From an optimization exercise on the open Yosys and OpenROAD flow, aimed at small area, a short achievable clock period and few clock cycles; shortcuts taken in it are not production practice. Function was not checked in any run shown here: the RTL went through the layout flow alone. Power figures rest on the tool's default switching activity, not on a simulated workload.

<file path="config.mk">
export PLATFORM = sky130hd
export DESIGN_NAME = nbc_stream_dec
export DESIGN_NICKNAME = nbc_stream_dec
export VERILOG_FILES = /design/flow/design.v
export SDC_FILE = /design/flow/constraint.sdc
export NUM_CORES = 4
export LEC_CHECK = 0
export CAP_MARGIN = 20
export CORE_MARGIN = 2
export CORE_UTILIZATION = 30
export SETUP_SLACK_MARGIN = 4.5
export SLEW_MARGIN = 20
export TNS_END_PERCENT = 10
</file>
<file path="design.v">
module nbc_stream_dec (
    input  wire        clk,
    input  wire        rst,
    input  wire        cmd_valid,
    output wire        cmd_ready,
    input  wire [1:0]  cmd_mode,
    input  wire [63:0] cmd_acc,
    input  wire        in_valid,
    output wire        in_ready,
    input  wire [63:0] in_data,
    output reg         out_valid,
    input  wire        out_ready,
    output reg  [63:0] out_data,
    output reg         out_last
);
    localparam S_COUNT = 2'd0;    
    localparam S_SLOT  = 2'd1;    
    localparam S_HDR   = 2'd2;    
    localparam S_END   = 2'd3;    
    reg [1:0]   state;
    reg         have_cmd;
    reg         cmd_rdy;
    reg         m_acc;       
    reg         m_delta;     
    reg [31:0]  remain;      
    reg         rem_zero;    
    reg         rem_is1;     
    reg         rem_le1;     
    reg [4:0]   blk_n;
    reg [7:0]   blk_m;       
    reg         odd;         
    reg [2:0]   idx;
    reg [4:0]   sm;          
    reg [4:0]   sc;          
    reg [63:0]  w0, w1, w2;
    reg [1:0]   wk;          
    reg         in_rdy;
    reg [4:0]   p;           
    reg         f_valid;
    reg         f_load;      
    reg         f_last;
    reg         f_acc;       
    reg         f_cy;        
    reg [63:0]  f;
    assign in_ready  = in_rdy;
    assign cmd_ready = cmd_rdy;
    wire go     = !out_valid || out_ready;   
    wire en1    = !f_valid || go;            
    wire cmd_go = cmd_valid && cmd_rdy;
    wire take   = in_valid && in_rdy;
    wire       drop  = p[4];                 
    wire [1:0] wk_e  = wk - {1'b0, drop};    
    wire       have1 = (wk_e != 2'd0);
    wire       have2 = wk_e[1];
    wire [127:0] win = drop ? {w2, w1} : {w1, w0};
    reg  [75:0]  ext1;
    reg  [63:0]  ext;
    always @(*) begin
        case (p[3:2])
            2'd0: ext1 = win[75:0];
            2'd1: ext1 = win[91:16];
            2'd2: ext1 = win[107:32];
            default: ext1 = win[123:48];
        endcase
        case (p[1:0])
            2'd0: ext = ext1[63:0];
            2'd1: ext = ext1[67:4];
            2'd2: ext = ext1[71:8];
            default: ext = ext1[75:12];
        endcase
    end
    wire [63:0] lo       = drop ? w1 : w0;
    wire [31:0] cnt      = lo[31:0];
    wire        cnt_zero = (cnt == 32'd0);
    wire [15:0] hdr     = (state == S_COUNT) ? lo[47:32] : ext[15:0];
    wire [4:0]  hdr_n   = hdr[4:0];
    wire [7:0]  hdr_m   = hdr[15:8];
    reg  [63:0] smask;
    integer j;
    always @(*) begin
        for (j = 0; j < 16; j = j + 1)
            smask[4*j +: 4] = (j < sm) ? 4'hF : 4'h0;
    end
    wire        last    = (idx == 3'd7);
    wire        pad7    = blk_n[0] & (odd ^ !blk_m[0] ^ !blk_m[1]);
    wire [4:0]  tot_s   = {1'b0, p[3:0]} + sc;
    wire        avail_s = (sc == 5'd0) || have2 || (have1 && (tot_s <= 5'd16));
    wire        rest_unstored = (blk_n == 5'd0) || (&blk_m[7:1]);
    wire        fin     = rem_le1 && rest_unstored;
    wire [4:0]  tot_h   = {1'b0, p[3:0]} + 5'd4;
    wire        avail_h = have2 || (have1 && (tot_h <= 5'd16));
    reg [1:0]   state_n;
    reg         have_cmd_n, f_valid_n;
    reg [4:0]   p_n;
    reg         start, slot_go;
    always @(*) begin
        state_n    = state;
        have_cmd_n = have_cmd;
        f_valid_n  = f_valid && !go;
        p_n        = {1'b0, p[3:0]};
        start      = 1'b0;
        slot_go    = 1'b0;
        if (cmd_go) begin
            have_cmd_n = 1'b1;
            f_valid_n  = 1'b1;
        end
        if (en1) begin
            case (state)
                S_COUNT: begin
                    if ((have_cmd || cmd_go) && have1) begin
                        start      = 1'b1;
                        have_cmd_n = 1'b0;
                        if (!cnt_zero) begin
                            p_n     = 5'd12;
                            state_n = S_SLOT;
                        end else begin
                            p_n     = 5'd16;
                        end
                    end
                end
                S_SLOT: begin
                    if (avail_s) begin
                        slot_go = 1'b1;
                        if (!rem_zero)
                            f_valid_n = 1'b1;
                        if (fin) begin
                            p_n     = (tot_s == 5'd0) ? 5'd0 : 5'd16;
                            state_n = (tot_s > 5'd16) ? S_END : S_COUNT;
                        end else begin
                            p_n = tot_s;
                            if (last)
                                state_n = S_HDR;
                        end
                    end
                end
                S_HDR: begin
                    if (avail_h) begin
                        p_n     = tot_h;
                        state_n = S_SLOT;
                    end
                end
                S_END: begin
                    p_n     = 5'd16;
                    state_n = S_COUNT;
                end
            endcase
        end
    end
    wire [1:0] wk_n = wk_e + {1'b0, take};
    always @(posedge clk) begin
        if (drop) begin
            w0 <= w1;
            w1 <= w2;
        end
        if (in_rdy) begin
            if (wk_e == 2'd0) w0 <= in_data;
            if (wk_e == 2'd1) w1 <= in_data;
            if (wk_e == 2'd2) w2 <= in_data;
        end
    end
    always @(posedge clk) begin
        if (en1 && (state == S_SLOT || (state == S_COUNT && cmd_rdy))) begin
            f      <= (state == S_COUNT) ? cmd_acc : (ext & smask);
            f_load <= (state == S_COUNT);
            f_last <= rem_is1;
            f_acc  <= (state != S_COUNT) && m_acc;
            f_cy   <= (state != S_COUNT) && m_delta;
        end
        if (cmd_go) begin
            m_acc   <= (cmd_mode == 2'd1) || (cmd_mode == 2'd2);
            m_delta <= (cmd_mode == 2'd1);
        end
        if (start) begin
            remain  <= cnt;
            rem_is1 <= (cnt == 32'd1);
            rem_le1 <= (cnt[31:1] == 31'd0);
        end
        if (slot_go && !rem_zero) begin
            remain  <= remain - 32'd1;
            rem_is1 <= (remain == 32'd2);
            rem_le1 <= (remain[31:2] == 30'd0) && !(remain[1] && remain[0]);
        end
        if (en1 && (state == S_COUNT || state == S_HDR)) begin
            blk_n   <= hdr_n;
            blk_m   <= hdr_m;
            odd     <= 1'b0;
            idx     <= 3'd0;
            sm      <= hdr_m[0] ? 5'd0 : hdr_n;
            sc      <= hdr_m[0] ? 5'd0 : hdr_n;
        end
        if (slot_go) begin
            idx   <= idx + 3'd1;
            blk_m <= {1'b1, blk_m[7:1]};
            odd   <= odd ^ !blk_m[0];
            sm    <= blk_m[1] ? 5'd0 : blk_n;
            if (idx == 3'd6)
                sc <= (blk_m[1] ? 5'd0 : blk_n) + {4'd0, pad7};
            else
                sc <= blk_m[1] ? 5'd0 : blk_n;
        end
        if (rst) begin
            state    <= S_COUNT;
            have_cmd <= 1'b0;
            cmd_rdy  <= 1'b1;
            f_valid  <= 1'b0;
            p        <= 5'd0;
            wk       <= 2'd0;
            in_rdy   <= 1'b1;
            rem_zero <= 1'b1;
        end else begin
            state    <= state_n;
            have_cmd <= have_cmd_n;
            cmd_rdy  <= (state_n == S_COUNT) && !have_cmd_n && !f_valid_n;
            f_valid  <= f_valid_n;
            p        <= p_n;
            wk       <= wk_n;
            in_rdy   <= (wk_n != 2'd3) || p_n[4];
            if (start)
                rem_zero <= cnt_zero;
            else if (slot_go && !rem_zero)
                rem_zero <= rem_is1;
        end
    end
    wire [63:0] a  = out_data & {64{f_acc}};
    wire [63:0] hp = a ^ f;
    wire [63:0] hg = out_data & f & {64{f_cy}};
    reg  [63:0] pg, pp;
    integer l, i;
    always @(*) begin
        pg = hg;
        pp = hp;
        for (l = 0; l < 6; l = l + 1)
            for (i = 0; i < 64; i = i + 1)
                if ((i >> l) & 1) begin
                    pg[i] = pg[i] | (pp[i] & pg[((i >> l) << l) - 1]);
                    pp[i] = pp[i] & pp[((i >> l) << l) - 1];
                end
    end
    wire [63:0] sink = hp ^ {pg[62:0], 1'b0};
    always @(posedge clk) begin
        if (rst) begin
            out_valid <= 1'b0;
        end else if (go) begin
            out_valid <= f_valid && !f_load;
            if (f_valid) begin
                out_data <= sink;
                out_last <= f_last;
            end
        end
    end
endmodule
</file>
<file path="constraint.sdc">
create_clock -name core_clock -period 8.0 [get_ports {clk}]
set_input_delay 1.6000 -clock core_clock [delete_from_list [all_inputs] [get_ports {clk}]]
set_output_delay 1.6000 -clock core_clock [all_outputs]
set_load 0.01 [all_outputs]
</file>
<file path="run.sh">
#!/bin/bash
# synth_recipe.tcl (not shown) runs the flow's synth.tcl, then flattens the netlist and writes it again
# the make line also repeats each setting of config.mk as NAME=value (left out here)
make -C /OpenROAD-flow-scripts/flow DESIGN_CONFIG=/design/flow/config.mk WORK_HOME=/design/flow/orfs CLKGATE_MAP_FILE= SYNTH_SCRIPT=/design/flow/synth_recipe.tcl finish
</file>
==> reports/results.tsv, run 1 <==
stage	metric	value	unit
synth	synth-xor-area-share	6.16	%
timing	maxSlewViolCount	0	
final_layout	postLayoutCoreUtil	37.2	%
pwr	irDropWorstVdd	171	uV
route	drc	0	
worst_setup_path	worstPathMaxFanout	22	
worst_setup_path	cp_data_required_time	8330	ps
worst_setup_path	cp-startpoint	f_acc$_DFFE_PP_	
timing	layout_setup_ws	4400	ps
timing	min_period	3600	ps
synth	synth_edf_count	259	
synth	synth_top_family_by_area	compound AO/OA/AOI/OAI gates	
synth	synth_mux_area_share	11.7	%
final_layout	area_growth	22.8	%
synth	postSynthAreaPerCell	9.45	um2
die	start_util	30.3	%
timing	fin_skew	26.8	ps
worst_setup_path	worstSetupPathType	flip-flop to flip-flop	
worst_setup_path	rr_startpoint	f_acc$_DFFE_PP_	
timing	hold_ws	443	ps
hold_path	hold_path.class	flip-flop to flip-flop	
synth	synth_nets	2736	
cts	insertion_delay	610	ps
worst_setup_path	crit_path_top_delay_cell	a2111oi_4	
synth	yosys.area_share.adder	1.42	%
timing	tns	0	ps
die	fp.dieH	289	um
synth	synth_cell_type_count	86	
global_routing	grt_max_degree	89	
timing	grt_setup_unrepaired	true	
synth	synthCells	2574	
route	drtAntennaViolNets	0	
placement	pre_cts_slack	3230	ps
worst_setup_path	cp_cell_sequence	buf_6 -> clkbuf_16 -> nand4b_1 -> o32ai_1 -> a31oi_2 -> nor4_4 -> buf_4 -> a2111oi_4 -> a211oi_4 -> o31ai_4 -> a211oi_4 -> buf_6 -> or2_4 -> a32oi_2 -> xnor2_1	
die	rows	104	
hold_path	min-delay-start	f_last$_DFFE_PP_	
worst_setup_path	critPathArrivalTime	3940	ps
cts	cts_buffer_depth	3	
die	dieArea	0.0834	mm2
synth	synth_compound_area_share	18.8	%
synth	synth_seq_cells	403	
route	routed_wl	82.2	mm
worst_setup_path	cp_slowest_stage_delay	470	ps
route	wire_per_inst	21.5	um
cts	cts_tree	done	
route	drtIter0Drc	2544	
pwr	power_leakage	10.4	nW
final_layout	drive_gt1_share	11.0	%
pwr	p_per_area	299	mW/mm2
timing	worst_pin_slew	996	ps
synth	async_reset_ff_share	0	%
cts	cts.reportedPaths.clkPinSlew	60	ps
timing	hold_viol	0	
cts	htree_levels	2	
final_layout	num_antenna_cells	0	
placement	hpwl	59.1	mm
worst_setup_path	critPathCaptureType	flip-flop	
timing	clock.fmax	278	MHz
placement	placed_area	0.0274	mm2
placement	gp_congestion	0.927	
timing	finalCritPeriodShare	45.0	%
cts	cts_root_buffer	clkbuf_16	
die	die_w	289	um
final_layout	multi_input_area	0.0132	mm2
cts	cts_sinks	403	
route	vias	20854	
global_routing	grt_pass1_wl	117	mm
die	io_pins	203	
cts	cts_buffers	48	
route	viasPerCell	5.46	
outcome	status	finished clean	
global_routing	grt.overflow.total	0	
final_layout	num-fill-cells	8054	
global_routing	antenna_found_initial	2	
final_layout	fin_area	0.0299	mm2
worst_setup_path	cp-start-kind	flip-flop	
synth	synthFlopType	edfxtp_1	
global_routing	grt_pass1_vias	18411	
placement	io_buffers	202	
route	dr.pass1.iters	6	
global_routing	grt.total_usage	18.4	%
synth	yosysWarnings	1	
synth	synth_area	0.0243	mm2
timing	setup_viol	0	
final_layout	regArea	0.0107	mm2
final_layout	nets	2882	
synth	synth.yosys.seq_area_share	43.8	%
synth	synth-simple-area-share	14.4	%
die	coreArea	0.0804	mm2
flow_run	cap_violations	0	
timing	slew_headroom	31.7	%
cell usage after synthesis (26+ instances only):
master / instances / share of area [%]
nor2_1: 307 / 4.7
a21oi_1: 273 / 5.6
edfxtp_1: 259 / 32
mux2i_1: 234 / 9.6
nand2_1: 218 / 3.4
dfxtp_1: 144 / 12
xnor2_1: 124 / 4.5
clkbuf_1: 123 / 1.9
o21ai_0: 100 / 2.1
o22ai_1: 68 / 1.7
a22o_1: 61 / 2.2
nor3_1: 53 / 1.1
xor2_1: 47 / 1.7
inv_1: 44 / 0.68
mux2_2: 36 / 1.7
nand3_1: 34 / 0.70
buf_2: 27 / 0.56
ha_1: 26 / 1.3
flip-flops by register name, indices dropped and copies added (netlist names), 2 cells and up:
signal	flops
blk_n	5
f	64
idx	3
remain	32
sc	5
wk	2
w1	64
blk_m	8
out_data	64
w2	64
state	2
w0	64
p	5
sm	5
through the flow:
stage | instances | power, W
after detailed placement | 3695 | 0.00641
final | 3820 | 0.00893
after global placement | 3695 | 0.00637
after floorplan | 2574 | 0.00531
after global routing | 3820 | 0.00936
after CTS | 3793 | 0.00876
kinds of logic after synthesis:
family | Yosys count
and+or+nand+nor | 764
AOI/OAI and AO/OA | 705
DFF | 403
muxes | 274
buffers and inverters | 230
xor gates and xnor gates | 171
adders and majority gates | 27
report_power, final:
group	internal (W)	leakage, nW	switching, W
sequential	0.00284	3.70	0.000468
clock	0.00138	0.805	0.000924
combinational	0.00130	5.93	0.00203
worst max-delay path, delay by kind of cell, from the launching register on:
kind | cells | cell delay, ps
AO/OA/AOI/OAI | 7 | 1700
buffers and inverters | 4 | 670
AND/OR/NAND/NOR | 3 | 440
flip-flops | 1 | 420
XOR/XNOR | 1 | 100
timing repair:
| action | CTS | global route |
|---|---|---|
| buffers inserted | 8 | 23 |
| setup endpoints to repair | 237 | 177 |
| gates cloned | 0 | 4 |
| pin swaps | 7 | 20 |
| gates resized for setup | 33 | 85 |
| hold buffers | 0 | 0 |
worst paths after layout:
path                                  to  slack (ps)  depth (start not counted)
setup reg to reg  out_data[53]$_DFFE_PP_        4400                         15
hold reg to reg       out_last$_DFFE_PP_         440                          0
hold / removal        out_last$_DFFE_PP_         440                          0
setup / recovery  out_data[53]$_DFFE_PP_        4400                         15
routing by layer:
| layer | up-vias | part of all wire, % | track usage, % |
|---|---|---|---|
| li1 | 9822 | - | - |
| met1 | 9976 | 44 | 26.4 |
| met2 | 923 | 45 | 28.5 |
| met3 | 129 | 9.2 | 3.82 |
| met4 | 4 | 2.2 | 4.20 |
| met5 | - | 0.036 | 0 |
cell type report:
class | count | share of cell area, %
clock buffers | 67 | 4.64
clock inverters | 23 | 0.892
inverters | 47 | 0.624
multi-input cells | 1941 | 44.2
flip-flops and latches | 403 | 35.7
well taps | 1060 | 4.44
repair buffers | 279 | 9.55
cell usage in the layout (no fill, tap or decap), drive strengths merged, types with 7 or more instances in the layout:
cell type	count
nand2	218
nand4	11
o211ai	7
a21o	9
buf	74
dfxtp	144
a21oi	274
o32ai	14
or4	7
edfxtp	259
inv	52
nand3	34
or3	8
clkbuf	70
a32oi	21
a22o	61
mux2	36
mux2i	234
nor4	19
a31oi	26
nand4b	13
ha	26
nor2b	8
xnor2	124
nor4bb	11
o31a	18
nor2	307
clkinv	10
o31ai	13
or2	20
o21ai	110
a222oi	9
clkdlybuf4s50	202
xor2	47
o22ai	68
and3	12
a211oi	17
nor3	53
and2	21
a41o	11
==> inputs of run 2 (changes only) <==
--- a/design.v
+++ b/design.v
@@ -224,16 +224,17 @@
     wire [63:0] a  = out_data & {64{f_acc}};
     wire [63:0] hp = a ^ f;
     wire [63:0] hg = out_data & f & {64{f_cy}};
-    reg  [63:0] pg, pp;
+    wire [63:0] ht = out_data | f;
+    reg  [63:0] pg, pt;
     integer l, i;
     always @(*) begin
         pg = hg;
-        pp = hp;
+        pt = ht;
         for (l = 0; l < 6; l = l + 1)
             for (i = 0; i < 64; i = i + 1)
                 if ((i >> l) & 1) begin
-                    pg[i] = pg[i] | (pp[i] & pg[((i >> l) << l) - 1]);
-                    pp[i] = pp[i] & pp[((i >> l) << l) - 1];
+                    pg[i] = pg[i] | (pt[i] & pg[((i >> l) << l) - 1]);
+                    pt[i] = pt[i] & pt[((i >> l) << l) - 1];
                 end
     end
     wire [63:0] sink = hp ^ {pg[62:0], 1'b0};
--- a/config.mk
+++ b/config.mk
@@ -7,7 +7,7 @@
 export LEC_CHECK = 0
 export CAP_MARGIN = 20
 export CORE_MARGIN = 2
-export CORE_UTILIZATION = 30
-export SETUP_SLACK_MARGIN = 4.5
+export CORE_UTILIZATION = 45
+export SETUP_SLACK_MARGIN = 5.0
 export SLEW_MARGIN = 20
-export TNS_END_PERCENT = 10
+export TNS_END_PERCENT = 2
==> run 2 against run 1 <==
Effect of this change:
- still clean
- synthesized cell count shrank 4.2%
- clock skew grew 10 ps
- synthesized area shrank 4.1%
- sequential cell count is the same
- final area shrank 2.1%
- via count shrank 1.5%
- global-route usage grew 9.0 points
- core utilization grew 20 points
- combinational power grew 88%
- wire length shrank 4.3%
- largest power group unchanged
==> reports/results.tsv, run 2 <==
stage	metric	value	unit	change
global_routing	grt_max_degree	104		+17%
synth	async_reset_ff_share	0	%	unchanged
synth	synthFlopType	edfxtp_1		
pwr	irDropWorstVdd	183	uV	+6.9%
pwr	p_clk_share	17.0	%	-8.8 points
placement	io_buffers	202		unchanged
synth	yosysWarnings	1		unchanged
outcome	status	finished clean		
worst_setup_path	cp-start-kind	flip-flop		
synth	yosys.area_share.adder	1.37	%	-0.047 points
route	wire_per_inst	23.0	um	+6.8%
worst_setup_path	cp_data_required_time	8320	ps	about the same
pwr	power_leakage	10.6	nW	+1.5%
worst_setup_path	critPathCaptureType	flip-flop		
route	drtIter0Drc	1861		-27%
route	met1_length	33.2	mm	-8.1%
placement	pre_cts_slack	3320	ps	+92.1 ps
pwr	internal-power	0.00682	W	+24%
die	start_util	45.5	%	+15 points
timing	layout_setup_ws	4680	ps	+286 ps
synth	synth_top_family_by_area	compound AO/OA/AOI/OAI gates		
final_layout	final_cell_mix	nor2_1, a21oi_1, edfxtp_1		
placement	hpwl	54.0	mm	-8.7%
cts	cts_buffer_depth	3		unchanged
route	routed-wl-met3	6.37	mm	-15%
die	die_w	232	um	-20%
synth	yosysMostFrequentCell	nor2_1		
route	routed_wl	78.6	mm	-4.3%
synth	postSynthAreaPerCell	9.47	um2	+0.16%
final_layout	nets	2861		-0.73%
timing	finalCritPeriodShare	41.5	%	-3.6 points
timing	maxSlewViolCount	0		unchanged
synth	synth_seq_cells	403		unchanged
die	rows	83		-20%
synth	synth_edf_count	259		unchanged
synth	synth-xor-area-share	6.04	%	-0.11 points
cts	htree_levels	2		unchanged
pwr	power_frac_seq	31.2	%	-5.8 points
global_routing	grt_pass1_vias	18605		+1.1%
synth	post-synth-top-area-cell	edfxtp_1		
pwr	power_frac_comb	51.9	%	+15 points
global_routing	grt.overflow.total	0		unchanged
synth	synth-simple-area-share	13.7	%	-0.63 points
synth	synth_commonest_cells	nor2_1, a21oi_1, edfxtp_1		
final_layout	final_common_cell	nor2_1		
pwr	switching_share	43.5	%	+5.2 points
worst_setup_path	worstPathMaxFanout	6		-73%
pwr	power_switching	0.00526	W	+54%
timing	worst_pin_slew	1130	ps	+131 ps
worst_setup_path	reg2reg_slack	4680	ps	+290 ps
route	vias	20540		-1.5%
route	top_layer	met5		
route	drc	0		unchanged
pwr	p_per_area	413	mW/mm2	+38%
synth	synth_nets	2621		-4.2%
synth	synthCells	2465		-4.2%
timing	hold_viol	0		unchanged
cts	cts_buffers	46		-4.2%
worst_setup_path	critPathArrivalTime	3640	ps	-300 ps
global_routing	grt.total_usage	27.4	%	+9.0 points
synth	synth_area_leaders	edfxtp_1, dfxtp_1, mux2i_1, a21oi_1, nor2_1		
timing	grt_setup_unrepaired	true		
route	drtAntennaViolNets	0		unchanged
synth	synth_area	0.0233	mm2	-4.1%
die	io_pins	203		unchanged
synth	synth_compound_area_share	18.5	%	-0.28 points
synth	yosysTopAreaCellShare	33.3	%	+1.4 points
die	coreArea	0.0513	mm2	-36%
route	viasPerCell	6.00		+9.9%
cts	cts_tree	done		
timing	slew_headroom	24.9	%	-6.8 points
die	dieArea	0.0537	mm2	-36%
cts	cts_root_buffer	clkbuf_16		
die	fp.dieH	232	um	-20%
hold_path	hold_path.class	flip-flop to flip-flop		
flow_run	cap_violations	0		unchanged
cts	insertion_delay	600	ps	about the same
timing	tns	0	ps	unchanged
timing	clock.fmax	302	MHz	+8.6%
synth	synth_mux_area_share	11.7	%	-0.013 points
synth	synth_cell_type_count	74		-14%
final_layout	area_growth	25.3	%	
worst_setup_path	worstSetupPathType	flip-flop to flip-flop		
global_routing	grt_pass1_wl	113	mm	-3.4%
synth	synth.yosys.seq_area_share	45.7	%	+1.9 points
global_routing	antenna_found_initial	2		unchanged
timing	fin_skew	37.3	ps	+10.4 ps
final_layout	drive_gt1_share	12.8	%	+1.9 points
timing	setup_viol	0		unchanged
cts	cts.reportedPaths.clkPinSlew	60	ps	about the same
cts	cts_sinks	403		unchanged
route	met2_length	36.9	mm	+0.50%
timing	min_period	3320	ps	-286 ps
placement	gp_congestion	0.905		-2.3%
route	dr.pass1.iters	9		+3
==> run 2: cell types whose count changed in the layout (fill, tap and decap cells not counted), moves of 13 or more <==
cell | before | now
o22ai_1 | 68 | 84
a21o_1 | 9 | 22
buf_4 | 53 | 93
nand4b_1 | 13 | 0
mux2i_1 | 222 | 208
nor2_1 | 304 | 338
a32oi_1 | 20 | 1
o21ai_0 | 97 | 57
mux2_2 | 36 | 22
a22oi_1 | 2 | 22
==> run 2: power by group through the flow <==
stage / Clock [W] / Sequential (W) / Combinational, W
finish: 0.00205 / 0.00376 / 0.00627
global route: 0.00216 / 0.00384 / 0.00670
CTS: 0.00209 / 0.00370 / 0.00570
detailed placement: 0 / 0.00375 / 0.00548
global placement: 0 / 0.00371 / 0.00539
floorplan: 0 / 0.00358 / 0.00377
==> run 2: critical path, stage by stage (launching register included) <==
cell	delay, ps
edfxtp_1	390
nor2_1	80
or4_4	540
or4b_4	520
a21oi_4	160
nor3_4	50
buf_6	150
o21bai_4	160
a32oi_4	210
o31ai_4	220
buf_6	170
buf_6	110
a21o_1	80
a22oi_1	70
xnor2_1	140
==> run 2: what timing repair did <==
action                     CTS  global route
hold buffers                 0             0
pin swaps                   13            35
gates cloned                 3            10
setup endpoints to repair  368           462
setup buffers               29            54
gates resized for setup     71           112
==> run 2: routing by layer <==
metal,vias to the layer above,track usage [%]
li1,9596,-
met1,9826,37.8
met2,960,44.3
met3,156,4.16
met4,2,8.57
met5,-,0
==> run 2: logic make-up (layout without fill, tap and decap cells) <==
group                    count (synthesis)  after routing
buffers and inverters                  186            460
AND/OR/NAND/NOR                        747            750
flip-flops                             403            403
AO/OA/AOI/OAI                          677            677
multiplexers                           265            265
XOR/XNOR                               161            161
adder cells (fa/ha/maj)                 26             26
other                                    0              1
==> run 2: metrics by stage <==
stage | hold slack [ps] | total power (W) | area (um2) | util [%] | std cells
after floorplan | 400 | 0.00735 | 23400 | - | 2465
after global placement | 408 | 0.00910 | 26000 | 50.7 | 3240
after detailed placement | 411 | 0.00922 | 26000 | 50.7 | 3240
after CTS | 426 | 0.0115 | 28000 | 54.6 | 3357
after global routing | 426 | 0.0127 | 29200 | 57.0 | 3423
final | 424 | 0.0121 | 29200 | 57.0 | 3423
==> run 2: final timing paths <==
kind	startpoint	end	cells past startpoint
setup / recovery	f[21]$_DFFE_PP_	out_data[57]$_DFFE_PP_	14
setup reg to reg	f[21]$_DFFE_PP_	out_data[57]$_DFFE_PP_	14
hold / removal	f_last$_DFFE_PP_	out_last$_DFFE_PP_	0
hold reg to reg	f_last$_DFFE_PP_	out_last$_DFFE_PP_	0
==> run 2: cell type report <==
class                      count  area [um2]
sequential                   403       10700
clock inverter                25         201
fill                        4561       22100
antenna                        1        2.50
clock buffer                  60        1240
multi-input combinational   1879       12700
tap                          680         851
inverter                      45         210
timing repair buffer         330        3390
==> inputs of run 3 (changes only) <==
--- a/design.v
+++ b/design.v
@@ -35,7 +35,7 @@
     reg [63:0]  w0, w1, w2;
     reg [1:0]   wk;          
     reg         in_rdy;
-    reg [4:0]   p;           
+    reg [3:0]   p;           
     reg         f_valid;
     reg         f_load;      
     reg         f_last;
@@ -48,28 +48,11 @@
     wire en1    = !f_valid || go;            
     wire cmd_go = cmd_valid && cmd_rdy;
     wire take   = in_valid && in_rdy;
-    wire       drop  = p[4];                 
-    wire [1:0] wk_e  = wk - {1'b0, drop};    
-    wire       have1 = (wk_e != 2'd0);
-    wire       have2 = wk_e[1];
-    wire [127:0] win = drop ? {w2, w1} : {w1, w0};
-    reg  [75:0]  ext1;
-    reg  [63:0]  ext;
-    always @(*) begin
-        case (p[3:2])
-            2'd0: ext1 = win[75:0];
-            2'd1: ext1 = win[91:16];
-            2'd2: ext1 = win[107:32];
-            default: ext1 = win[123:48];
-        endcase
-        case (p[1:0])
-            2'd0: ext = ext1[63:0];
-            2'd1: ext = ext1[67:4];
-            2'd2: ext = ext1[71:8];
-            default: ext = ext1[75:12];
-        endcase
-    end
-    wire [63:0] lo       = drop ? w1 : w0;
+    wire       have1 = (wk != 2'd0);
+    wire       have2 = wk[1];
+    wire [127:0] win = {w1, w0};
+    wire [63:0]  ext = win >> {p, 2'b00};
+    wire [63:0] lo       = w0;
     wire [31:0] cnt      = lo[31:0];
     wire        cnt_zero = (cnt == 32'd0);
     wire [15:0] hdr     = (state == S_COUNT) ? lo[47:32] : ext[15:0];
@@ -83,11 +66,11 @@
     end
     wire        last    = (idx == 3'd7);
     wire        pad7    = blk_n[0] & (odd ^ !blk_m[0] ^ !blk_m[1]);
-    wire [4:0]  tot_s   = {1'b0, p[3:0]} + sc;
+    wire [4:0]  tot_s   = {1'b0, p} + sc;
     wire        avail_s = (sc == 5'd0) || have2 || (have1 && (tot_s <= 5'd16));
     wire        rest_unstored = (blk_n == 5'd0) || (&blk_m[7:1]);
     wire        fin     = rem_le1 && rest_unstored;
-    wire [4:0]  tot_h   = {1'b0, p[3:0]} + 5'd4;
+    wire [4:0]  tot_h   = {1'b0, p} + 5'd4;
     wire        avail_h = have2 || (have1 && (tot_h <= 5'd16));
     reg [1:0]   state_n;
     reg         have_cmd_n, f_valid_n;
@@ -97,7 +80,7 @@
         state_n    = state;
         have_cmd_n = have_cmd;
         f_valid_n  = f_valid && !go;
-        p_n        = {1'b0, p[3:0]};
+        p_n        = {1'b0, p};
         start      = 1'b0;
         slot_go    = 1'b0;
         if (cmd_go) begin
@@ -146,17 +129,15 @@
             endcase
         end
     end
-    wire [1:0] wk_n = wk_e + {1'b0, take};
+    wire       adv  = p_n[4];
+    wire [1:0] wk_n = wk - {1'b0, adv} + {1'b0, take};
+    wire in0 = in_rdy && (adv ? (wk == 2'd1) : (wk == 2'd0));
+    wire in1 = in_rdy && (adv ? (wk == 2'd2) : (wk == 2'd1));
+    wire in2 = in_rdy && !adv && (wk == 2'd2);
     always @(posedge clk) begin
-        if (drop) begin
-            w0 <= w1;
-            w1 <= w2;
-        end
-        if (in_rdy) begin
-            if (wk_e == 2'd0) w0 <= in_data;
-            if (wk_e == 2'd1) w1 <= in_data;
-            if (wk_e == 2'd2) w2 <= in_data;
-        end
+        if (adv || in0) w0 <= in0 ? in_data : w1;
+        if (adv || in1) w1 <= in1 ? in_data : w2;
+        if (in2)        w2 <= in_data;
     end
     always @(posedge clk) begin
         if (en1 && (state == S_SLOT || (state == S_COUNT && cmd_rdy))) begin
@@ -203,7 +184,7 @@
             have_cmd <= 1'b0;
             cmd_rdy  <= 1'b1;
             f_valid  <= 1'b0;
-            p        <= 5'd0;
+            p        <= 4'd0;
             wk       <= 2'd0;
             in_rdy   <= 1'b1;
             rem_zero <= 1'b1;
@@ -212,9 +193,9 @@
             have_cmd <= have_cmd_n;
             cmd_rdy  <= (state_n == S_COUNT) && !have_cmd_n && !f_valid_n;
             f_valid  <= f_valid_n;
-            p        <= p_n;
+            p        <= p_n[3:0];
             wk       <= wk_n;
-            in_rdy   <= (wk_n != 2'd3) || p_n[4];
+            in_rdy   <= (wk_n != 2'd3);
             if (start)
                 rem_zero <= cnt_zero;
             else if (slot_go && !rem_zero)
@@ -224,17 +205,16 @@
     wire [63:0] a  = out_data & {64{f_acc}};
     wire [63:0] hp = a ^ f;
     wire [63:0] hg = out_data & f & {64{f_cy}};
-    wire [63:0] ht = out_data | f;
-    reg  [63:0] pg, pt;
+    reg  [63:0] pg, pp;
     integer l, i;
     always @(*) begin
         pg = hg;
-        pt = ht;
+        pp = hp;
         for (l = 0; l < 6; l = l + 1)
             for (i = 0; i < 64; i = i + 1)
                 if ((i >> l) & 1) begin
-                    pg[i] = pg[i] | (pt[i] & pg[((i >> l) << l) - 1]);
-                    pt[i] = pt[i] & pt[((i >> l) << l) - 1];
+                    pg[i] = pg[i] | (pp[i] & pg[((i >> l) << l) - 1]);
+                    pp[i] = pp[i] & pp[((i >> l) << l) - 1];
                 end
     end
     wire [63:0] sink = hp ^ {pg[62:0], 1'b0};
--- a/config.mk
+++ b/config.mk
@@ -7,7 +7,6 @@
 export LEC_CHECK = 0
 export CAP_MARGIN = 20
 export CORE_MARGIN = 2
-export CORE_UTILIZATION = 45
-export SETUP_SLACK_MARGIN = 5.0
+export CORE_UTILIZATION = 30
+export SETUP_SLACK_MARGIN = 4.5
 export SLEW_MARGIN = 20
-export TNS_END_PERCENT = 2
==> run 3 against run 2 <==
Effect of this change:
- non-clock buffer count shrank 11
- power grew 3.3%
- fmax shrank 11%
- sequential share of layout area grew 0.58 points
- global-route usage shrank 8.1 points
- count of clock-buffer cells in the layout shrank 9
- critical path depth grew 1
==> reports/results.tsv, run 3 <==
stage	metric	value	unit	change
route	vias	20503		-0.18%
die	die_w	294	um	+27%
route	drtIter0Drc	2031		+9.1%
global_routing	grt.total_usage	19.3	%	-8.1 points
cts	cts_buffers	46		unchanged
final_layout	nets	2751		-3.8%
final_layout	drive_gt1_share	18.8	%	+6.0 points
hold_path	hold_path.class	flip-flop to flip-flop		
synth	synth_nets	2533		-3.4%
die	fp.dieH	294	um	+27%
synth	synthCells	2374		-3.7%
timing	maxSlewViolCount	0		unchanged
worst_setup_path	r2r-end	w1[38]$_DFFE_PP_		
timing	finalCritPeriodShare	46.8	%	+5.3 points
cts	cts_buffer_depth	3		unchanged
worst_setup_path	critPathArrivalTime	4090	ps	+450 ps
synth	post-synth-top-area-cell	edfxtp_1		
final_layout	fin_area	0.0322	mm2	+10%
placement	io_buffers	202		unchanged
final_layout	area_growth	27.2	%	
cts	insertion_delay	590	ps	about the same
timing	setup_viol	0		unchanged
global_routing	grt_pass1_vias	18974		+2.0%
worst_setup_path	rr_startpoint	sc[1]$_DFFE_PP_		
die	start_util	30.3	%	-15 points
synth	yosysMostFrequentCell	edfxtp_1		
worst_setup_path	worstPathMaxFanout	9		+3
timing	fin_skew	29.0	ps	-8.31 ps
final_layout	final_common_cell	edfxtp_1		
worst_setup_path	reg2reg_slack	4260	ps	-430 ps
cts	cts_tree	done		
die	io_pins	203		unchanged
cts	cts_sinks	402		-0.25%
timing	grt_setup_unrepaired	true		
pwr	irDropWorstVdd	179	uV	-2.1%
synth	synth_commonest_cells	edfxtp_1, nand2_1, o21ai_0		
route	routed_wl	87.4	mm	+11%
synth	async_reset_ff_share	0	%	unchanged
worst_setup_path	cp-start-kind	flip-flop		
hold_path	min-delay-start	f_last$_DFFE_PP_		
global_routing	grt_max_degree	77		-26%
worst_setup_path	cp_cell_sequence	ha_1 -> a21o_1 -> a21oi_2 -> xnor2_2 -> nor4_2 -> nand2b_4 -> a221oi_4 -> o21ai_2 -> o2111a_2 -> buf_4 -> mux2i_4 -> nand2_8 -> buf_12 -> buf_16 -> mux2_2		
timing	hold_viol	0		unchanged
synth	synthFlopType	edfxtp_1		
placement	place_inst	3523		+8.7%
timing	tns	0	ps	unchanged
worst_setup_path	crit_path_top_delay_cell	edfxtp_1		
timing	clock.fmax	267	MHz	-11%
die	coreArea	0.0836	mm2	+63%
timing	slew_headroom	37.7	%	+13 points
pwr	total_power	0.0125	W	+3.3%
worst_setup_path	cp_slowest_stage_delay	440	ps	-100 ps
route	wire_per_inst	23.6	um	+2.6%
cts	cts.reportedPaths.clkPinSlew	60	ps	about the same
timing	worst_pin_slew	925	ps	-202 ps
cts	cts_root_buffer	clkbuf_16		
worst_setup_path	path_delay_family	compound AO/OA/AOI/OAI gates		
synth	yosysWarnings	1		unchanged
die	rows	106		+28%
route	drc	0		unchanged
global_routing	antenna_found_initial	4		+2
synth	synth.yosys.seq_area_share	47.1	%	+1.4 points
synth	synth_area_leaders	edfxtp_1, mux2_2, nand2_1, mux2i_1, xnor2_1		
route	viasPerCell	5.53		-7.9%
synth	synth_area	0.0253	mm2	+8.4%
synth	synth_edf_count	387		+49%
placement	gp_congestion	0.914		+0.98%
synth	yosysTopAreaCellShare	45.9	%	+13 points
hold_path	worst_hold_path.endpoint	out_last$_DFFE_PP_		
cts	htree_levels	2		unchanged
placement	placed_area	0.0285	mm2	+9.4%
final_layout	final_cell_mix	edfxtp_1, nand2_1, clkdlybuf4s50_1		
route	drtAntennaViolNets	0		unchanged
flow_run	cap_violations	0		unchanged
outcome	status	finished clean		
placement	hpwl	59.2	mm	+9.7%
worst_setup_path	worstSetupPathType	flip-flop to flip-flop		
worst_setup_path	critPathCaptureType	flip-flop		
pwr	p_per_area	388	mW/mm2	-6.1%
synth	synth_seq_cells	402		-0.25%
worst_setup_path	cp.buffers_inverters	3		unchanged
worst_setup_path	cp_data_required_time	8340	ps	+20 ps
worst_setup_path	rr_worst_depth	15		+1
final_layout	final_cells	3708		+8.3%
final_layout	num-fill-cells	8018		+76%
hold_path	holdPathStages	0		unchanged
timing	min_period	3740	ps	+427 ps
global_routing	grt.overflow.total	0		unchanged
global_routing	grt_pass1_wl	126	mm	+12%
route	dr.pass1.iters	6		-3
die	dieArea	0.0867	mm2	+61%
synth	postSynthAreaPerCell	10.7	um2	+13%
pwr	power_leakage	11.5	nW	+8.5%
synth	synth_cell_type_count	95		+28%
==> run 3: worst register-to-register path, delay by kind of cell (launching register included) <==
| family | cells | cell delay, ps |
|---|---|---|
| compound gates | 5 | 890 |
| xor+xnor | 1 | 90 |
| fa+ha+maj | 1 | 330 |
| buf+inv | 3 | 520 |
| flops | 1 | 440 |
| mux | 2 | 550 |
| simple gates | 3 | 680 |
==> run 3: worst max-delay path by stage <==
stage	start	to	slack, ps	cells past startpoint
3_5_place_dp	cmd_valid	w0[13]$_DFFE_PP_	2710	10
4_1_cts	sc[1]$_DFFE_PP_	w0[2]$_DFFE_PP_	4350	16
3_3_place_gp	cmd_valid	w0[15]$_DFFE_PP_	2770	10
5_1_grt	sc[1]$_DFFE_PP_	w0[8]$_DFFE_PP_	4180	17
6_report	sc[1]$_DFFE_PP_	w1[38]$_DFFE_PP_	4260	15
2_1_floorplan	cmd_valid	w2[0]$_DFFE_PP_	3630	5
==> run 3: kinds of logic (layout without fill, tap and decap cells) <==
group,count (synthesis),in the layout,share of synthesized area [%]
AO/OA/AOI/OAI,562,562,14.8
XOR/XNOR,168,168,5.82
adder cells (fa/ha/maj),24,24,1.22
buffers and inverters,208,457,3.73
flip-flops,402,402,47.1
multiplexers,296,296,14.1
other,0,1,0
AND/OR/NAND/NOR,714,718,13.2
==> run 3: final cells by class <==
| cell class | instances | area [um2] | area share [%] |
|---|---|---|---|
| Inverter | 55 | 206 | 0.642 |
| Clock buffer | 51 | 1200 | 3.73 |
| Sequential cell | 402 | 11900 | 37.1 |
| Tap cell | 1080 | 1350 | 4.20 |
| Multi-Input combinational cell | 1768 | 13200 | 41.0 |
| Clock inverter | 32 | 429 | 1.33 |
| Timing Repair Buffer | 319 | 3880 | 12.1 |
| Antenna cell | 1 | 2.50 | 0.00778 |
==> run 3: repair_timing <==
action                     in CTS  in global routing
hold buffers                    0                  0
setup endpoints to repair     482                486
gates cloned                   23                  8
gates resized for setup        95                 56
setup buffers                  53                 17
pin swaps                      16                 34
==> run 3: through the flow <==
stage / utilization, % / hold slack, ps / setup WS, ps
global route: 38.5 / 464 / 4180
detailed placement: 34.1 / 407 / 2710
floorplan: - / 400 / 3630
finish: 38.5 / 432 / 4260
global placement: 34.1 / 404 / 2770
CTS: 37.8 / 443 / 4350
==> run 3: per-layer routing <==
layer	share of wire, %	vias to the layer above	wire length [um]	track usage [%]
li1	-	9378	-	-
met1	43	10107	37600	26.8
met2	46	850	40300	30.9
met3	7.8	166	6800	3.08
met4	3.0	2	2650	5.82
met5	0.024	-	21	0
==> run 3: power breakdown <==
part           internal [W]  switching [W]  total, W
Combinational       0.00274        0.00296   0.00570
Clock               0.00140       0.000914   0.00232
Sequential          0.00344        0.00102   0.00446
Total               0.00759        0.00489    0.0125
==> inputs of run 4 (changes only) <==
--- a/config.mk
+++ b/config.mk
@@ -8,5 +8,5 @@
 export CAP_MARGIN = 20
 export CORE_MARGIN = 2
 export CORE_UTILIZATION = 30
-export SETUP_SLACK_MARGIN = 4.5
+export SETUP_SLACK_MARGIN = 4.0
 export SLEW_MARGIN = 20
==> run 4 against run 3 <==
Effect of this change:
- still clean
- combinational power shrank about 20%
- synthesized cell count is the same
- worst setup slack lost 190 ps
- wire length shrank 2.6%
- final cell count shrank 2.2%
- power shrank 11%
- clock power shrank 11%
- synthesized area is the same
- core utilization shrank 2.6 points
- non-clock buffer count shrank 79
- sequential power is essentially flat
- largest power group unchanged
==> reports/results.tsv, run 4 <==
stage	metric	value	unit	change
die	rows	106		unchanged
route	drc	0		unchanged
final_layout	area_growth	18.7	%	
timing	worst_pin_slew	1010	ps	+84.7 ps
cts	cts.reportedPaths.clkPinSlew	60	ps	about the same
synth	synth.yosys.seq_area_share	47.1	%	unchanged
synth	synth_commonest_cells	edfxtp_1, nand2_1, o21ai_0		
synth	postSynthAreaPerCell	10.7	um2	unchanged
timing	setup_viol	0		unchanged
global_routing	grt_pass1_wl	122	mm	-3.3%
synth	synth_nets	2533		unchanged
worst_setup_path	critPathCaptureType	flip-flop		
synth	post-synth-top-area-cell	edfxtp_1		
outcome	status	finished clean		
cts	cts_buffer_depth	3		unchanged
flow_run	cap_violations	0		unchanged
synth	synthFlopType	edfxtp_1		
synth	synth_edf_count	387		unchanged
worst_setup_path	critPathArrivalTime	4260	ps	+170 ps
pwr	p_per_area	369	mW/mm2	-4.8%
placement	hpwl	61.7	mm	+4.2%
hold_path	worst_hold_path.endpoint	out_last$_DFFE_PP_		
timing	hold_viol	0		unchanged
hold_path	hold_path.class	flip-flop to flip-flop		
route	dr.pass1.iters	5		-1
synth	yosysMostFrequentCell	edfxtp_1		
synth	synth_area	0.0253	mm2	unchanged
global_routing	grt_pass1_vias	18591		-2.0%
synth	synth_area_leaders	edfxtp_1, mux2_2, nand2_1, mux2i_1, xnor2_1		
route	drtIter0Drc	2472		+22%
global_routing	antenna_found_initial	4		unchanged
die	io_pins	203		unchanged
timing	finalCritPeriodShare	49.2	%	+2.4 points
worst_setup_path	rr_startpoint	sc[0]$_DFFE_PP_		
synth	synthCells	2374		unchanged
route	viasPerCell	5.57		+0.74%
synth	yosysTopAreaCellShare	45.9	%	unchanged
hold_path	min-delay-start	f_last$_DFFE_PP_		
timing	grt_setup_unrepaired	true		
hold_path	holdPathStages	0		unchanged
die	dieArea	0.0867	mm2	unchanged
placement	io_buffers	202		unchanged
timing	min_period	3930	ps	+190 ps
timing	clock.fmax	254	MHz	-4.8%
global_routing	grt.total_usage	18.7	%	-0.57 points
die	die_w	294	um	unchanged
synth	synth_cell_type_count	95		unchanged
worst_setup_path	rr_worst_depth	13		-2
die	fp.dieH	294	um	unchanged
timing	tns	0	ps	unchanged
timing	fin_skew	17.1	ps	-11.9 ps
timing	slew_headroom	32.0	%	-5.7 points
cts	insertion_delay	590	ps	about the same
final_layout	drive_gt1_share	13.7	%	-5.1 points
route	vias	20203		-1.5%
placement	gp_congestion	0.952		+4.1%
worst_setup_path	worstPathMaxFanout	28		+19
final_layout	postLayoutCoreUtil	35.9	%	-2.6 points
route	routed_wl	85.1	mm	-2.6%
pwr	irDropWorstVdd	231	uV	+29%
final_layout	nets	2671		-2.9%
cts	cts_sinks	402		unchanged
worst_setup_path	r2r-end	w1[40]$_DFFE_PP_		
worst_setup_path	worstSetupPathType	flip-flop to flip-flop		
die	coreArea	0.0836	mm2	unchanged
cts	cts_hold_buf	0		unchanged
final_layout	num_antenna_cells	0		-1
cts	cts_buffers	45		-2.2%
timing	maxSlewViolCount	0		unchanged
final_layout	final_common_cell	edfxtp_1		
synth	async_reset_ff_share	0	%	unchanged
synth	synth_seq_cells	402		unchanged
final_layout	final_cell_mix	edfxtp_1, nand2_1, clkdlybuf4s50_1		
global_routing	grt.overflow.total	0		unchanged
worst_setup_path	cp_data_required_time	8330	ps	about the same
route	wire_per_inst	23.5	um	-0.41%
pwr	power_leakage	10.3	nW	-10%
die	start_util	30.3	%	unchanged
cts	htree_levels	2		unchanged
worst_setup_path	reg2reg_slack	4070	ps	-190 ps
cts	cts_tree	done		
global_routing	grt_max_degree	153		+99%
worst_setup_path	cp-start-kind	flip-flop		
synth	yosysWarnings	1		unchanged
cts	cts_root_buffer	clkbuf_16		
route	drtAntennaViolNets	0		unchanged
==> run 4: how the worst max path moves through the flow <==
stage | from | endpoint | slack, ps | cells past startpoint
floorplan | cmd_valid | w2[0]$_DFFE_PP_ | 3610 | 5
global placement | cmd_valid | w0[20]$_DFFE_PP_ | 3370 | 9
detailed placement | cmd_valid | w0[15]$_DFFE_PP_ | 3370 | 9
CTS | f_cy$_DFFE_PP_ | out_data[63]$_DFFE_PP_ | 4000 | 15
global route | p[1]$_SDFFE_PP0P_ | sc[3]$_DFFE_PP_ | 3890 | 10
finish | sc[0]$_DFFE_PP_ | w1[40]$_DFFE_PP_ | 4070 | 13
==> run 4: final cells by class <==
cell class	instances	area, um2
Multi-Input combinational cell	1768	12600
Fill cell	8284	53500
Timing Repair Buffer	240	2490
Tap cell	1080	1350
Clock buffer	56	1210
Inverter	55	209
Clock inverter	26	224
Sequential cell	402	11900
==> run 4: logic make-up (layout without fill, tap and decap cells) <==
| family | count (synthesis) | count (layout) | share of synthesized area (%) |
|---|---|---|---|
| AO/OA/AOI/OAI | 562 | 562 | 14.8 |
| flip-flops | 402 | 402 | 47.1 |
| XOR/XNOR | 168 | 168 | 5.82 |
| multiplexers | 296 | 296 | 14.1 |
| adder cells (fa/ha/maj) | 24 | 24 | 1.22 |
| AND/OR/NAND/NOR | 714 | 718 | 13.2 |
| buffers and inverters | 208 | 377 | 3.73 |
==> run 4: routing by layer <==
metal	global-route usage, %	share of wire, %	vias up
met1	27.2	44	9950
li1	-	-	9196
met3	2.96	8.6	120
met2	28.9	45	931
met4	4.95	2.4	6
met5	0	0.054	-
==> run 4: through the flow <==
step	total power [W]	setup WS (ps)	cell area (um2)	hold WS, ps	std cells
final	0.0111	4070	30000	474	3627
after global routing	0.0116	3890	30000	497	3627
after CTS	0.0109	4000	29800	484	3614
after detailed placement	0.00869	3370	28200	484	3523
after global placement	0.00863	3370	28200	473	3523
after floorplan	0.00716	3610	25400	400	2374
==> run 4: worst max-delay path, stage by stage (launching register included) <==
cell	delay (ps)
edfxtp_1	420
ha_1	250
fa_1	420
a21o_1	200
a21oi_1	170
xnor2_1	170
nand2b_1	130
a221oi_4	320
o21ai_1	120
o2111a_2	180
mux2i_1	140
nand2_2	460
clkbuf_16	350
mux2_2	350
==> run 4: where the power goes <==
group	internal (W)	switching, W
combinational	0.00190	0.00268
clock	0.00120	0.000863
sequential	0.00345	0.000992
total	0.00655	0.00453
==> run 4: timing repair <==
item                                    4_1_cts  5_1_grt
pin swaps                                     2        4
setup buffers                                 5        7
gates resized for setup                      17       17
gates cloned                                  4        6
endpoints found under the setup margin      323      387

[separate check: timing with driven ports]
Ports are ideal in the flow. The routed layouts listed here were re-timed in OpenROAD.
Step 1, drivers: a clkbuf_16 drives clk and a buf_2 each remaining input, both assumed.
Step 2 times the ports against the registers' clock, not the clock port: input delays grow and output delays shrink by t, the midpoint of the rising clock arrivals with the driver on.
a / b / c = no drivers / after step 1 / after step 2; a / b = the first two.
run | shift t [ns] | setup WS [ns] | worst register clock-pin slew, ns | pins driven straight from the clock port
run 1 | 0.656 | 4.397 / 4.397 / 4.067 | 0.06 / 0.06 | 1
run 2 | 0.641 | 4.683 / 4.665 / 4.221 | 0.06 / 0.06 | 1
run 3 | 0.639 | 4.256 / 4.256 / 3.709 | 0.07 / 0.07 | 1
run 4 | 0.641 | 4.067 / 4.067 / 3.621 | 0.06 / 0.06 | 1
After both steps every run listed still meets setup and hold. For run 3, which loses most, drivers alone change the setup slack by 0.000 ns; drivers and shift together by -0.547 ns.
